From an optimization exercise on the open Yosys and OpenROAD flow, aimed at small area, a short achievable clock period and few clock cycles; shortcuts taken in it are not production practice.
The RTL was checked by simulation tests, not by an equivalence proof against the original design.

===== flow/constraint.sdc =====
create_clock -name core_clock -period 11.0 [get_ports {clk}]
set_input_delay 2.2000 -clock core_clock [delete_from_list [all_inputs] [get_ports {clk}]]
set_output_delay 2.2000 -clock core_clock [all_outputs]
set_load 0.01 [all_outputs]

===== flow/design.v =====
module tcore (
    input  wire        clk,
    input  wire        rst,
    input  wire        req_valid,
    input  wire        req_we,
    input  wire [8:0]  req_addr,
    input  wire [31:0] req_wdata,
    output reg         rsp_valid,
    output reg  [31:0] rsp_rdata
);
    localparam integer BUF_TRITS  = 96;
    localparam integer BUF_TRYTES = 32;
    localparam [3:0] E_NONE    = 4'd0;
    localparam [3:0] E_ILLEGAL = 4'd1;
    localparam [3:0] E_OPERAND = 4'd2;
    localparam [3:0] E_BOUNDS  = 4'd3;
    localparam [3:0] E_TRYTE   = 4'd4;
    localparam [3:0] E_TRIT    = 4'd5;
    localparam [3:0] E_INCOVF  = 4'd6;
    localparam [2:0] OP_DECODE = 3'd1;
    localparam [2:0] OP_ENCODE = 3'd2;
    localparam [2:0] OP_ADD    = 3'd3;
    localparam [2:0] OP_INC    = 3'd4;
    localparam [2:0] OP_TTEVAL = 3'd5;
    localparam [2:0] S_IDLE  = 3'd0;
    localparam [2:0] S_CHECK = 3'd1;
    localparam [2:0] S_SCAN  = 3'd2;
    localparam [2:0] S_INCCK = 3'd3;
    localparam [2:0] S_WRITE = 3'd4;
    reg [1:0]  tm [0:BUF_TRITS-1];
    reg [7:0]  ym [0:BUF_TRYTES-1];
    reg [31:0] opa, opb, opc, opd;
    reg [31:0] result;
    reg [3:0]  err;
    reg        err_any;
    reg [31:0] faddr;
    reg [2:0]  state;
    reg [2:0]  op;
    reg        op_illegal;
    reg [6:0]  idx;         
    reg [6:0]  wlen;        
    reg [6:0]  rbase;       
    reg [6:0]  wbase;       
    reg [6:0]  len_r;       
    reg [30:0] carry;       
    reg [1:0]  inc_t;       
    function automatic is_tryte(input [7:0] c);
        is_tryte = (c == 8'h39) || (c >= 8'h41 && c <= 8'h5A);
    endfunction
    function automatic [5:0] tryte_rom(input [7:0] c);
        reg [4:0] i;
        begin
            i = (c == 8'h39) ? 5'd0 : c[4:0];    
            case (i)
                5'd0:  tryte_rom = {2'b00, 2'b00, 2'b00};
                5'd1:  tryte_rom = {2'b00, 2'b00, 2'b01};
                5'd2:  tryte_rom = {2'b00, 2'b01, 2'b11};
                5'd3:  tryte_rom = {2'b00, 2'b01, 2'b00};
                5'd4:  tryte_rom = {2'b00, 2'b01, 2'b01};
                5'd5:  tryte_rom = {2'b01, 2'b11, 2'b11};
                5'd6:  tryte_rom = {2'b01, 2'b11, 2'b00};
                5'd7:  tryte_rom = {2'b01, 2'b11, 2'b01};
                5'd8:  tryte_rom = {2'b01, 2'b00, 2'b11};
                5'd9:  tryte_rom = {2'b01, 2'b00, 2'b00};
                5'd10: tryte_rom = {2'b01, 2'b00, 2'b01};
                5'd11: tryte_rom = {2'b01, 2'b01, 2'b11};
                5'd12: tryte_rom = {2'b01, 2'b01, 2'b00};
                5'd13: tryte_rom = {2'b01, 2'b01, 2'b01};
                5'd14: tryte_rom = {2'b11, 2'b11, 2'b11};
                5'd15: tryte_rom = {2'b11, 2'b11, 2'b00};
                5'd16: tryte_rom = {2'b11, 2'b11, 2'b01};
                5'd17: tryte_rom = {2'b11, 2'b00, 2'b11};
                5'd18: tryte_rom = {2'b11, 2'b00, 2'b00};
                5'd19: tryte_rom = {2'b11, 2'b00, 2'b01};
                5'd20: tryte_rom = {2'b11, 2'b01, 2'b11};
                5'd21: tryte_rom = {2'b11, 2'b01, 2'b00};
                5'd22: tryte_rom = {2'b11, 2'b01, 2'b01};
                5'd23: tryte_rom = {2'b00, 2'b11, 2'b11};
                5'd24: tryte_rom = {2'b00, 2'b11, 2'b00};
                5'd25: tryte_rom = {2'b00, 2'b11, 2'b01};
                5'd26: tryte_rom = {2'b00, 2'b00, 2'b11};
                default: tryte_rom = 6'b000000;
            endcase
        end
    endfunction
    function automatic signed [2:0] trit_val(input [1:0] t);
        trit_val = {t[1], t};
    endfunction
    wire neg_a = opa[31];
    wire neg_b = opb[31];
    wire neg_c = opc[31];
    wire neg_d = opd[31];
    wire [33:0] sum_ac   = {2'b00, opa} + {2'b00, opc};
    wire [33:0] sum_b3c  = {2'b00, opb} + {2'b00, opc} + {1'b0, opc, 1'b0};
    wire [6:0]  enc_groups = (opc[6:0] + 7'd2) / 7'd3;
    wire [33:0] sum_bg   = {2'b00, opb} + {27'd0, enc_groups};
    wire x1_ok = (opa == 32'h00000000) || (opa == 32'h00000001) || (opa == 32'hFFFFFFFF);
    wire x2_ok = (opb == 32'h00000000) || (opb == 32'h00000001) || (opb == 32'hFFFFFFFF);
    reg [31:0] tt_out;
    always @(*) begin
        case ({opa[1:0], opb[1:0]})
            {2'b11, 2'b11}: tt_out = 32'h00000001;
            {2'b00, 2'b11}: tt_out = 32'h00000001;
            {2'b01, 2'b11}: tt_out = 32'hFFFFFFFF;
            {2'b11, 2'b00}: tt_out = 32'h00000000;
            {2'b00, 2'b00}: tt_out = 32'hFFFFFFFF;
            {2'b01, 2'b00}: tt_out = 32'h00000001;
            {2'b11, 2'b01}: tt_out = 32'hFFFFFFFF;
            {2'b00, 2'b01}: tt_out = 32'h00000000;
            {2'b01, 2'b01}: tt_out = 32'h00000000;
            default:        tt_out = 32'h00000000;
        endcase
    end
    wire [6:0] scan_addr = rbase + idx;
    wire [1:0] scan_trit = (scan_addr < BUF_TRITS)  ? tm[scan_addr]      : 2'b00;
    wire [7:0] scan_code = (scan_addr < BUF_TRYTES) ? ym[scan_addr[4:0]] : 8'h39;
    wire [6:0] dec_waddr = wbase + idx + idx + idx;
    wire [5:0] dec_trits = tryte_rom(scan_code);
    wire [6:0] enc_raddr = rbase + idx + idx + idx;
    wire [6:0] enc_k     = idx + idx + idx;    
    wire [1:0] enc_t0 = (enc_k          < len_r && enc_raddr          < BUF_TRITS) ? tm[enc_raddr]          : 2'b00;
    wire [1:0] enc_t1 = (enc_k + 7'd1   < len_r && enc_raddr + 7'd1   < BUF_TRITS) ? tm[enc_raddr + 7'd1]   : 2'b00;
    wire [1:0] enc_t2 = (enc_k + 7'd2   < len_r && enc_raddr + 7'd2   < BUF_TRITS) ? tm[enc_raddr + 7'd2]   : 2'b00;
    wire signed [5:0] enc_v = trit_val(enc_t0) + 6'sd3 * trit_val(enc_t1) + 6'sd9 * trit_val(enc_t2);
    wire [5:0] enc_vn = (enc_v < 0) ? enc_v + 6'sd27 : enc_v;
    wire [7:0] enc_code = (enc_vn == 6'd0) ? 8'h39 : (8'h40 + {2'b00, enc_vn});
    wire [6:0] enc_waddr = wbase + idx;
    wire [30:0] add_q = carry / 31'd3;
    wire [1:0]  add_r = carry % 31'd3;
    wire signed [2:0] add_d = trit_val(scan_trit) + {1'b0, add_r};
    wire        add_ovf = (add_d > 3'sd1);
    wire signed [2:0] add_dn = add_ovf ? add_d - 3'sd3 : add_d;
    wire [30:0] add_nq = add_ovf ? add_q + 31'd1 : add_q;
    wire [6:0] inc_waddr = wbase + idx;
    wire [1:0] inc_wval  = (idx == wlen) ? (inc_t + 2'b01) : 2'b11;
    reg [31:0] rd_data;
    always @(*) begin
        rd_data = 32'h00000000;
        if (req_addr[8] == 1'b0) begin
            if (req_addr[7:3] == 5'd0) begin
                case (req_addr[2:0])
                    3'd1: rd_data = opa;
                    3'd2: rd_data = opb;
                    3'd3: rd_data = opc;
                    3'd4: rd_data = opd;
                    3'd5: rd_data = result;
                    3'd6: rd_data = {27'd0, err_any, err};
                    3'd7: rd_data = faddr;
                    default: rd_data = 32'h00000000;
                endcase
            end
        end else if (req_addr[7] == 1'b0) begin
            if (req_addr[6:0] < BUF_TRITS)
                rd_data = {30'd0, tm[req_addr[6:0]]};
        end else begin
            if (req_addr[6:0] < BUF_TRYTES)
                rd_data = {24'd0, ym[req_addr[4:0]]};
        end
    end
    wire host_wr = (state == S_IDLE) && req_valid && req_we && !rst;
    wire tm_host_wr = host_wr && req_addr[8:7] == 2'b10 && req_addr[6:0] < BUF_TRITS;
    wire ym_host_wr = host_wr && req_addr[8:7] == 2'b11 && req_addr[6:0] < BUF_TRYTES;
    wire in_write = (state == S_WRITE);
    integer a;
    always @(posedge clk) begin
        if (tm_host_wr)
            tm[req_addr[6:0]] <= req_wdata[1:0];
        if (ym_host_wr)
            ym[req_addr[4:0]] <= req_wdata[7:0];
        if (in_write && !rst) begin
            case (op)
                OP_DECODE: begin
                    for (a = 0; a < BUF_TRITS; a = a + 1) begin
                        if (a == dec_waddr)        tm[a] <= dec_trits[1:0];
                        if (a == dec_waddr + 7'd1) tm[a] <= dec_trits[3:2];
                        if (a == dec_waddr + 7'd2) tm[a] <= dec_trits[5:4];
                    end
                end
                OP_ENCODE: begin
                    if (enc_waddr < BUF_TRYTES)
                        ym[enc_waddr[4:0]] <= enc_code;
                end
                OP_ADD: begin
                    if (scan_addr < BUF_TRITS)
                        tm[scan_addr] <= add_dn[1:0];
                end
                OP_INC: begin
                    if (inc_waddr < BUF_TRITS)
                        tm[inc_waddr] <= inc_wval;
                end
                default: ;
            endcase
        end
    end
    task automatic fault(input [3:0] cause, input [31:0] where);
        begin
            result    <= 32'h00000000;
            err       <= cause;
            err_any   <= 1'b1;
            faddr     <= where;
            rsp_valid <= 1'b1;
            state     <= S_IDLE;
        end
    endtask
    task automatic complete(input [31:0] res);
        begin
            result    <= res;
            err       <= E_NONE;
            faddr     <= 32'h00000000;
            rsp_valid <= 1'b1;
            state     <= S_IDLE;
        end
    endtask
    always @(posedge clk) begin
        if (rst) begin
            opa        <= 32'h00000000;
            opb        <= 32'h00000000;
            opc        <= 32'h00000000;
            opd        <= 32'h00000000;
            result     <= 32'h00000000;
            err        <= E_NONE;
            err_any    <= 1'b0;
            faddr      <= 32'h00000000;
            state      <= S_IDLE;
            op         <= 3'd0;
            op_illegal <= 1'b0;
            idx        <= 7'd0;
            wlen       <= 7'd0;
            rbase      <= 7'd0;
            wbase      <= 7'd0;
            len_r      <= 7'd0;
            carry      <= 31'd0;
            inc_t      <= 2'b00;
            rsp_valid  <= 1'b0;
            rsp_rdata  <= 32'h00000000;
        end else begin
            rsp_valid <= 1'b0;
            case (state)
                S_IDLE: begin
                    if (req_valid) begin
                        if (req_we && req_addr == 9'h000) begin
                            op         <= req_wdata[2:0];
                            op_illegal <= (req_wdata[31:3] != 29'd0) ||
                                          (req_wdata[2:0] == 3'd0) ||
                                          (req_wdata[2:0] > 3'd5);
                            rsp_rdata  <= 32'h00000000;
                            state      <= S_CHECK;
                        end else begin
                            if (req_we) begin
                                case (req_addr)
                                    9'h001: opa <= req_wdata;
                                    9'h002: opb <= req_wdata;
                                    9'h003: opc <= req_wdata;
                                    9'h004: opd <= req_wdata;
                                    default: ;
                                endcase
                                rsp_rdata <= 32'h00000000;
                            end else begin
                                rsp_rdata <= rd_data;
                            end
                            rsp_valid <= 1'b1;
                        end
                    end
                end
                S_CHECK: begin
                    idx <= 7'd0;
                    if (op_illegal) begin
                        fault(E_ILLEGAL, 32'h0);
                    end else begin
                        case (op)
                            OP_DECODE: begin
                                if (neg_a || neg_b || neg_c)
                                    fault(E_OPERAND, 32'h0);
                                else if (sum_ac > BUF_TRYTES || sum_b3c > BUF_TRITS)
                                    fault(E_BOUNDS, 32'h0);
                                else if (opc[6:0] == 7'd0)
                                    complete(32'h0);
                                else begin
                                    rbase <= opa[6:0];
                                    wbase <= opb[6:0];
                                    wlen  <= opc[6:0];
                                    state <= S_SCAN;
                                end
                            end
                            OP_ENCODE: begin
                                if (neg_a || neg_b || neg_c)
                                    fault(E_OPERAND, 32'h0);
                                else if (sum_ac > BUF_TRITS || sum_bg > BUF_TRYTES)
                                    fault(E_BOUNDS, 32'h0);
                                else if (opc[6:0] == 7'd0)
                                    complete(32'h0);
                                else begin
                                    rbase <= opa[6:0];
                                    wbase <= opb[6:0];
                                    wlen  <= opc[6:0];
                                    len_r <= opc[6:0];
                                    state <= S_SCAN;
                                end
                            end
                            OP_ADD: begin
                                if (neg_a || neg_c || neg_d)
                                    fault(E_OPERAND, 32'h0);
                                else if (sum_ac > BUF_TRITS)
                                    fault(E_BOUNDS, 32'h0);
                                else if (opc[6:0] == 7'd0)
                                    complete(opd);
                                else begin
                                    rbase <= opa[6:0];
                                    wbase <= opa[6:0];
                                    wlen  <= opc[6:0];
                                    carry <= opd[30:0];
                                    state <= S_SCAN;
                                end
                            end
                            OP_INC: begin
                                if (neg_a || neg_c)
                                    fault(E_OPERAND, 32'h0);
                                else if (sum_ac > BUF_TRITS)
                                    fault(E_BOUNDS, 32'h0);
                                else begin
                                    rbase <= opa[6:0];
                                    wbase <= opa[6:0];
                                    len_r <= opc[6:0];
                                    state <= S_INCCK;
                                end
                            end
                            OP_TTEVAL: begin
                                if (!x1_ok || !x2_ok)
                                    fault(E_OPERAND, 32'h0);
                                else
                                    complete(tt_out);
                            end
                            default: fault(E_ILLEGAL, 32'h0);
                        endcase
                    end
                end
                S_SCAN: begin
                    if (op == OP_DECODE && !is_tryte(scan_code)) begin
                        fault(E_TRYTE, {25'd0, scan_addr});
                    end else if (op != OP_DECODE && scan_trit == 2'b10) begin
                        fault(E_TRIT, {25'd0, scan_addr});
                    end else if (idx == wlen - 7'd1) begin
                        idx   <= 7'd0;
                        state <= S_WRITE;
                        if (op == OP_ENCODE)
                            wlen <= (len_r + 7'd2) / 7'd3;
                    end else begin
                        idx <= idx + 7'd1;
                    end
                end
                S_INCCK: begin
                    if (idx < len_r && scan_trit == 2'b01) begin
                        idx <= idx + 7'd1;
                    end else if (idx == len_r && scan_addr >= BUF_TRITS) begin
                        fault(E_BOUNDS, 32'h0);
                    end else if (scan_trit == 2'b10) begin
                        fault(E_TRIT, {25'd0, scan_addr});
                    end else if (idx == len_r && scan_trit == 2'b01) begin
                        fault(E_INCOVF, {25'd0, scan_addr});
                    end else begin
                        inc_t <= scan_trit;
                        wlen  <= idx;
                        idx   <= 7'd0;
                        state <= S_WRITE;
                    end
                end
                S_WRITE: begin
                    case (op)
                        OP_ADD: carry <= add_nq;
                        default: ;
                    endcase
                    if ((op == OP_INC) ? (idx == wlen) : (idx == wlen - 7'd1)) begin
                        complete((op == OP_ADD) ? {1'b0, add_nq} : 32'h0);
                    end else begin
                        idx <= idx + 7'd1;
                    end
                end
                default: state <= S_IDLE;
            endcase
        end
    end
endmodule

===== flow/config.mk =====
export PLATFORM = sky130hd
export DESIGN_NAME = tcore
export DESIGN_NICKNAME = tcore
export VERILOG_FILES = /design/flow/design.v
export SDC_FILE = /design/flow/constraint.sdc
export NUM_CORES = 4
export LEC_CHECK = 0
export CAP_MARGIN = 20
export CORE_MARGIN = 2
export CORE_UTILIZATION = 30
export PLACE_DENSITY = 0.5
export SLEW_MARGIN = 20

===== flow/run.sh =====
#!/bin/bash
# synth_recipe.tcl (not shown) runs the flow's synth.tcl, then flattens the netlist and writes it again
# the make line also repeats each setting of config.mk as NAME=value (left out here)
make -C /OpenROAD-flow-scripts/flow DESIGN_CONFIG=/design/flow/config.mk WORK_HOME=/design/flow/orfs CLKGATE_MAP_FILE= SYNTH_SCRIPT=/design/flow/synth_recipe.tcl finish

==> impl_metrics.toml <==
[run_status]
status = "finished clean"

[synth]
synthDistinctLibCells = 113
netlist_instances = 6524
synthArstFlopShare_pct = 0
ys_seq_elements = 753
synth_seq_area_share_pct = 32.5
ys.flop_type = "edfxtp_1"
synth_edf_count = 448
syn_area_per_cell_um2 = 9.22
syn-num-nets = 6773
syn-cell-area_um2 = 60200
yosys_warnings = 1

[final_layout]
num-nets-final = 6701
syn_to_final_growth_pct = 12.9
fin_util_pct = 34.1
layout_common_cells = "829 x nand2_1, 690 x nor2_1, 628 x a21oi_1"
layout_commonest_cell = "nand2_1"
fin_cells = 9180
layout-drive-gt1-share_pct = 15.5
multiInputGateArea_um2 = 38800
fill_cells = 20400
regArea_um2 = 19600

[power]
ir_worst_vdd_mv = 0.112
combPwrFrac_pct = 5.1
netSwitchingPower_w = 0.00158
p_leak_nw = 22.8
power_density_nw_per_um2 = 94.8
p_total_w = 0.00644
sw_frac_of_total_pct = 24.6
p_clk_share_pct = 48.6
p_int_w = 0.00486
p_seq_share_pct = 46.3

[global_route]
track_usage_pct = 24.0
grt_pass1_wl_um = 368000
grt_overflow = 0
antenna_found_initial = 4
grt_max_degree = 141
grt_pass1_vias = 53100

[critical_path]
timing_worst_setup_path_type = "reg2reg"
end_kind = "register"
crit_buf_inv = 8
reg2reg_from = "carry[25]"
crit_arrival_ns = 11.21
cp_slowest_cell = "or4_4"
cpPeakStageDelay_ns = 0.48
startpoint = "carry[25]"
crit_family = "compound AO/OA/AOI/OAI gates"
cp_data_required_time_ns = 11.63
cpMostUsedCell = "buf_4"
cp-start-kind = "register"
cp_max_fo = 16

[sta]
finalCritPeriodShare_pct = 96.2
tightest_slew_ns = 1.25
relSlewSlack_pct = 16.5
finalSetupViolCount = 0
max_freq_mhz = 94.5
finalHoldViolCount = 0
finalCriticalPeriod_ns = 10.58
skew_ns = 0.0862
hold-worst-slack_ns = 0.451
slew_violations = 0

[clock_network]
cts.sinks = 753
htreeDepth = 3
cts_buffers = 91
clk_pin_slew_ns = 0.06
clockRootBuffer = "clkbuf_16"
clockBufferDepth = 3
clkLatencyLatePin_ns = 0.76
cts_tree = "done"
ctsHoldBuffers = 0

[placement]
gp_congestion = 0.986
dp_hpwl_um = 179000
io_buffers = 77
place_inst = 8991

[routing]
ant_nets = 0
vias = 55800
wire_per_inst_um = 27.7
wl_um = 254000
drcViolationCount = 0
firstDrtPassIters = 7
vias_per_cell = 6.08
drt-initial-drc-count = 6091

[floorplan]
num_io_pins = 78
fp.dieH_um = 452
initial_core_util_pct = 30.2
coreArea_um2 = 199000
rows = 164
fp.dieArea_um2 = 204000
die_w_um = 452

[flow_run]
cap_viol_max_count = 0

[hold_path]
hold_start = "result[30]"
hp-class = "reg2reg"
[power groups by stage]
stage | Sequential, W | Combinational, W | Clock [W]
global placement | 0.00304 | 0.000323 | 0
floorplan | 0.00304 | 0.000179 | 0
CTS | 0.00298 | 0.000326 | 0.00317
global route | 0.00298 | 0.000346 | 0.00327
finish | 0.00298 | 0.000330 | 0.00313
detailed placement | 0.00304 | 0.000326 | 0
[cells in the mapped netlist, types with 61 or more instances]
| master | instances | area, um^2 |
|---|---|---|
| nand2_1 | 831 | 3120 |
| nor2_1 | 708 | 2660 |
| a21oi_1 | 636 | 3180 |
| edfxtp_1 | 448 | 13500 |
| mux4_2 | 421 | 9480 |
| o21ai_0 | 407 | 2040 |
| clkbuf_1 | 393 | 1480 |
| dfxtp_1 | 305 | 6110 |
| mux2i_1 | 204 | 2040 |
| inv_1 | 165 | 619 |
| nor3_1 | 159 | 796 |
| ha_1 | 158 | 1980 |
| o22ai_1 | 119 | 744 |
| xnor2_1 | 111 | 972 |
| nand3_1 | 94 | 470 |
| a211oi_1 | 84 | 631 |
| o211ai_1 | 80 | 601 |
| nand2b_1 | 75 | 469 |
| a221oi_1 | 64 | 561 |
| a31oi_1 | 61 | 382 |
[layout make-up]
class / instances / area share (%)
Tap cell: 2656 / 4.89
Inverter: 168 / 0.934
Clock buffer: 123 / 3.73
Clock inverter: 40 / 0.709
Sequential cell: 753 / 28.8
Antenna cell: 2 / 0.00737
Timing Repair Buffer: 304 / 3.85
Multi-Input combinational cell: 5134 / 57.1
[worst paths after layout]
| check | endpoint | slack [ns] | cells after the start |
|---|---|---|---|
| hold reg to reg | result[30] | 0.45 | 2 |
| setup reg to reg | carry[7] | 0.42 | 46 |
| hold / removal | result[30] | 0.45 | 2 |
| setup / recovery | carry[7] | 0.42 | 46 |
[stage by stage]
stage / TNS (ns) / setup slack [ns] / cell area (um^2)
2_1_floorplan: 0 / 0.314 / 60200
3_3_place_gp: 0 / 0.176 / 64400
3_5_place_dp: -0.0171 / -0.0171 / 64400
4_1_cts: 0 / 0.0350 / 67400
5_1_grt: -0.126 / -0.0485 / 67900
6_report: 0 / 0.420 / 67900
[metal layers]
metal | wire length (um) | vias to the layer above | part of all wire, % | track usage (%)
met5 | 41 | - | 0.016 | 0
met4 | 13200 | 6 | 5.2 | 11.6
met3 | 20100 | 557 | 7.9 | 4.00
met2 | 118000 | 2767 | 47 | 39.2
met1 | 102000 | 27800 | 40 | 30.9
li1 | - | 24600 | - | -
[repair_timing]
action                                  CTS  global route
pin swaps                                 1            16
buffers inserted                          1            19
gates cloned                              0             1
endpoints found under the setup margin    2           294
gates resized for setup                   0            61
[worst reg2reg max path: cells and delay by family, from the launching register on]
| kind | cells | cell delay (ns) |
|---|---|---|
| XOR/XNOR | 2 | 0.37 |
| AND/OR/NAND/NOR | 14 | 3.29 |
| buffers and inverters | 8 | 1.21 |
| adder cells (fa/ha/maj) | 3 | 0.77 |
| multiplexers | 2 | 0.54 |
| AO/OA/AOI/OAI | 17 | 3.93 |
| flip-flops | 1 | 0.40 |
[flip-flops by register name (all words and copies together) (netlist names), 31 cells and up]
signal / flops
ym: 256
tm: 192
faddr: 32
opa: 32
opb: 32
opc: 32
opd: 32
result: 32
rsp_rdata: 32
carry: 31
[cells by family (layout without fill, tap and decap cells)]
family | Yosys count | after routing | share of synthesized area, %
buf+inv | 638 | 635 | 4.14
simple gates | 2200 | 2201 | 16.2
fa+ha+maj | 205 | 205 | 4.83
compound gates | 1877 | 1877 | 19.6
mux | 684 | 684 | 20.3
other cells | 0 | 2 | 0
flops | 753 | 753 | 32.5
xor+xnor | 167 | 167 | 2.43
Testbench counts, summed over its fixed seeds: cycles 65,098.

[afterwards: timing with drivers on the ports]
No port has a modelled driver above. Below, the same layout with a new extraction and two added sets of constraints.
Step 1: set_driving_cell puts a clkbuf_16 on clk and a buf_2 on each other input, an assumption about the parent block.
Step 2 moves the port delays by t, midway between the first and last clock arrival at a register: inputs arrive t later, outputs are due t later. That takes back most of the time a late clock gives input paths.
a / b / c = ideal ports / drivers / drivers and shift; a / b = the first two.
shift t [ns]: 0.805
slack for setup (ns): 0.420 / 0.420 / 0.420
hold slack, ns: 0.451 / 0.451 / 0.451
latest minus earliest clock arrival (ns): 0.086 / 0.087
After both steps this run still meets setup and hold. The setup slack of this run moves by 0.000 ns with the drivers and by 0.000 ns with both steps.
